From an optimization exercise on the open Yosys and OpenROAD flow, aimed at small area, a short achievable clock period and few clock cycles per item; shortcuts taken in it are not production practice.
Where RTL was checked, it was by simulation tests only, not by an equivalence proof against the original.

==> v16: inputs <==
==> flow/design.v (excerpt) <==
module checksum_engine (
    input  wire        clk,
    input  wire        rst,         
    input  wire        cmd_valid,
    output wire        cmd_ready,
    input  wire [31:0] cmd_data,
    output reg         rsp_valid,
    output reg  [7:0]  rsp_data
);
    reg        rsp_v1;
    reg  [7:0] rsp_d1;
    always @(posedge clk) begin
        rsp_valid <= rsp_v1 && !rst;
        rsp_data  <= rsp_d1;
    end
    localparam KEY_MAX = 16;
    localparam N       = 49;        
    localparam [5:0] STEP = 6'd27;  
    localparam [3:0] F_NONE     = 4'd0;
    localparam [3:0] F_ILLEGAL  = 4'd1;
    localparam [3:0] F_NOKEY    = 4'd2;
    localparam [3:0] F_KEYOVF   = 4'd3;
    localparam [3:0] F_GEOMETRY = 4'd4;
    localparam [3:0] F_MODRANGE = 4'd5;
    localparam [3:0] F_RASTER   = 4'd6;
    reg [31:0] q0, q1;
    reg        v0, v1;
    reg        rdy;
    reg        rdy_o;               
    assign cmd_ready = rdy_o;
    wire push = cmd_valid & rdy;
    reg  rst_d;
    wire rsti = rst_d;
    always @(posedge clk) rst_d <= rst;
    wire pop;
    wire v0_n = pop ? (v1 | push) : (v0 | push);
    wire v1_n = pop ? (v1 & push) : (v1 | (v0 & push));
    always @(posedge clk) rdy_o <= rst | !(v0_n & v1_n);
    always @(posedge clk) begin
        if (rst) begin
            v0  <= 1'b0;
            v1  <= 1'b0;
            rdy <= 1'b1;
        end else begin
            if (pop) begin
                if (v1) begin
                    q0 <= q1;
                    v1 <= push;
                    rdy <= !push;
                    if (push) q1 <= cmd_data;
                end else begin
                    v0 <= push;
                    rdy <= 1'b1;
                    if (push) q0 <= cmd_data;
                end
            end else if (!v0) begin
                v0 <= push;
                rdy <= 1'b1;
                if (push) q0 <= cmd_data;
            end else if (!v1) begin
                v1 <= push;
                rdy <= !push;
                if (push) q1 <= cmd_data;
            end
        end
    end
  ...
==> flow/config.mk <==
export PLATFORM = sky130hd
export DESIGN_NAME = checksum_engine
export DESIGN_NICKNAME = checksum_engine
export VERILOG_FILES = /design/flow/design.v
export SDC_FILE = /design/flow/constraint.sdc
export NUM_CORES = 4
export LEC_CHECK = 0
export CAP_MARGIN = 20
export CORE_MARGIN = 2
export CORE_UTILIZATION = 40
export CTS_CLUSTER_DIAMETER = 70
export CTS_CLUSTER_SIZE = 20
export SLEW_MARGIN = 20
==> flow/constraint.sdc <==
create_clock -name core_clock -period 35.0 [get_ports {clk}]
set_input_delay 7.0000 -clock core_clock [delete_from_list [all_inputs] [get_ports {clk}]]
set_output_delay 7.0000 -clock core_clock [all_outputs]
set_load 0.01 [all_outputs]
standard.sh (not shown) runs the stock make flow with config.mk's settings and CLKGATE_MAP_FILE= SYNTH_SCRIPT=/design/flow/synth_recipe.tcl, a recipe that flattens the netlist after the stock synthesis.
==> flow/flow/run.sh <==
#!/bin/bash
# Own flow: the standard layout (standard.sh), with the port buffers that
# global placement inserts made sky130_fd_sc_hd__buf_4 instead of the default
# pick (a slow delay buffer). Each ORFS step keeps its own log under
# orfs/logs/; the make output is kept in standard.log.
set -euo pipefail
export BUFFER_PORTS_ARGS="-buffer_cell sky130_fd_sc_hd__buf_4"
bash standard.sh > standard.log 2>&1
==> inputs of v34, as changes to v16 <==
--- a/flow/design.v
+++ b/flow/design.v
@@ -18,17 +18,22 @@
     localparam [5:0] STEP = 6'd27;  
     localparam [3:0] F_NONE     = 4'd0;
     localparam [3:0] F_ILLEGAL  = 4'd1;
     localparam [3:0] F_NOKEY    = 4'd2;
     localparam [3:0] F_KEYOVF   = 4'd3;
     localparam [3:0] F_GEOMETRY = 4'd4;
     localparam [3:0] F_MODRANGE = 4'd5;
     localparam [3:0] F_RASTER   = 4'd6;
-    reg [31:0] q0, q1;
+    wire [27:0] in_e = {cmd_data[31:24],
+                        cmd_data[23:17] == 7'h0,
+                        cmd_data[15:8] == 8'h0,
+                        cmd_data[7:1] == 7'h0,
+                        cmd_data[16:0]};
+    reg [27:0] q0, q1;
     reg        v0, v1;
     reg        rdy;
     reg        rdy_o;               
     assign cmd_ready = rdy_o;
     wire push = cmd_valid & rdy;
     reg  rst_d;
     wire rsti = rst_d;
     always @(posedge clk) rst_d <= rst;
@@ -37,67 +42,60 @@
     wire v1_n = pop ? (v1 & push) : (v1 | (v0 & push));
     always @(posedge clk) rdy_o <= rst | !(v0_n & v1_n);
     always @(posedge clk) begin
         if (rst) begin
             v0  <= 1'b0;
             v1  <= 1'b0;
             rdy <= 1'b1;
         end else begin
-            if (pop) begin
-                if (v1) begin
-                    q0 <= q1;
-                    v1 <= push;
-                    rdy <= !push;
-                    if (push) q1 <= cmd_data;
-                end else begin
-                    v0 <= push;
-                    rdy <= 1'b1;
-                    if (push) q0 <= cmd_data;
-                end
-            end else if (!v0) begin
-                v0 <= push;
-                rdy <= 1'b1;
-                if (push) q0 <= cmd_data;
-            end else if (!v1) begin
-                v1 <= push;
-                rdy <= !push;
-                if (push) q1 <= cmd_data;
-            end
+            v0  <= v0_n;
+            v1  <= v1_n;
+            rdy <= !(v0_n & v1_n);
         end
     end
+    always @(posedge clk) begin
+        if (pop || !v0)
+            q0 <= v1 ? q1 : in_e;
+        if (pop || !v1)
+            q1 <= in_e;
+    end
     reg [15:0] crc;
     reg [8*KEY_MAX-1:0] key;
     reg [4:0]  klen;
     reg [3:0]  ph;
     reg [7:0]  size;
     reg [15:0] scale;
     reg [15:0] border;
     reg        run;
     reg        done;                
     reg [14:0] rx, ry;
     reg [15:0] cx, cy;
     reg        xr, yr;
     reg [3:0]  flt;
-    wire [31:0] c   = q0;
-    wire [7:0]  op  = c[31:24];
-    wire [23:0] arg = c[23:0];
-    wire is_sys_stat  = (c == 32'h01000000);
-    wire is_ce_init   = (c == 32'h10000000);
-    wire is_ce_data   = (op == 8'h11) && (arg[23:8] == 16'h0);
-    wire is_ce_out    = (op == 8'h12) && (arg[23:1] == 23'h0);
-    wire is_xs_init   = (c == 32'h20000000);
-    wire is_xs_key    = (op == 8'h21) && (arg[23:8] == 16'h0);
-    wire is_xs_data   = (op == 8'h22) && (arg[23:8] == 16'h0);
-    wire is_br_size   = (op == 8'h30) && (arg[23:8] == 16'h0);
-    wire is_br_scale  = (op == 8'h31) && (arg[23:16] == 8'h0);
-    wire is_br_border = (op == 8'h32) && (arg[23:16] == 8'h0);
-    wire is_br_mod    = (op == 8'h33) && (arg[23:17] == 7'h0);
-    wire is_br_start  = (c == 32'h34000000);
-    wire is_br_pix    = (c == 32'h35000000);
+    wire [16:0] c   = q0[16:0];
+    wire [7:0]  op  = q0[27:20];
+    wire        z17 = q0[19];                  
+    wire        z16 = z17 && !c[16];           
+    wire        z8  = z16 && q0[18];           
+    wire        z1  = z8 && q0[17];            
+    wire        z0  = z1 && !c[0];             
+    wire is_sys_stat  = (op == 8'h01) && z0;
+    wire is_ce_init   = (op == 8'h10) && z0;
+    wire is_ce_data   = (op == 8'h11) && z8;
+    wire is_ce_out    = (op == 8'h12) && z1;
+    wire is_xs_init   = (op == 8'h20) && z0;
+    wire is_xs_key    = (op == 8'h21) && z8;
+    wire is_xs_data   = (op == 8'h22) && z8;
+    wire is_br_size   = (op == 8'h30) && z8;
+    wire is_br_scale  = (op == 8'h31) && z16;
+    wire is_br_border = (op == 8'h32) && z16;
+    wire is_br_mod    = (op == 8'h33) && z17;
+    wire is_br_start  = (op == 8'h34) && z0;
+    wire is_br_pix    = (op == 8'h35) && z0;
     wire legal = is_sys_stat | is_ce_init | is_ce_data | is_ce_out |
                  is_xs_init | is_xs_key | is_xs_data |
                  is_br_size | is_br_scale | is_br_border | is_br_mod |
                  is_br_start | is_br_pix;
     wire [7:0] b  = c[7:0];
     wire       v  = c[16];
     wire [7:0] my = c[15:8];
     wire [7:0] mx = c[7:0];
CTS_CLUSTER_SIZE = 28   (was 20)
==> impl_metrics.env <==
export IMPL_run_status="no timing/DRC/antenna violations"
export IMPL_netlist_instances=5196
export IMPL_critical_path_max_stage_delay_ps=310
export IMPL_synth_compound_area_frac=0.07546
export IMPL_clkCellAreaFrac=0.05122
export IMPL_worstMarginPinSlew_ps=1187
export IMPL_finClkSkew_ps=47.17
export IMPL_rr_startpoint="q0[0]"
export IMPL_vias=37690
export IMPL_ys_ff_latch=2871
export IMPL_met1_usage=0.2038
export IMPL_crit_end="rsp_data[3]"
The numbers above come from v34.

==> impl_metrics.env <==
export IMPL_run_status="no timing/DRC/antenna violations"
export IMPL_clkCellAreaFrac=0.06023
export IMPL_critical_path_max_stage_delay_ps=340
export IMPL_ys_ff_latch=2879
export IMPL_vias=38700
export IMPL_rr_startpoint="q0[2]"
export IMPL_worstMarginPinSlew_ps=1161
export IMPL_finClkSkew_ps=80.82
export IMPL_crit_end="cmd_ready"
The numbers above come from v16.

Testbench counts of v34, summed over its fixed seeds: cycles 597,645, commands 595,965.
For v16, only the layout was checked, not whether the RTL still works.

[static timing again, ports no longer ideal]
In the flow no input, the clock included, has a driving cell. The finished layouts below were timed again as built, in two steps. Step 1, drivers: a clkbuf_16 drives clk and a buf_2 each remaining input, both assumed. Step 2 moves the port delays by t, midway between the first and last clock arrival at a register: inputs arrive t later, outputs are due t later. That takes back most of the time a late clock gives input paths. Three values: no drivers, after step 1, after step 2; two values: the first two.
run	t (ns)	setup WS [ns]	worst data-port slew with drivers (ns)
v16	0.898	26.699 / 26.615 / 26.469	0.05
v34	0.867	26.755 / 26.672 / 26.653	0.05
After both steps setup and hold are still met in every run listed. The setup slack of v16, which loses most, moves by -0.084 ns with the drivers and by -0.230 ns with both steps.
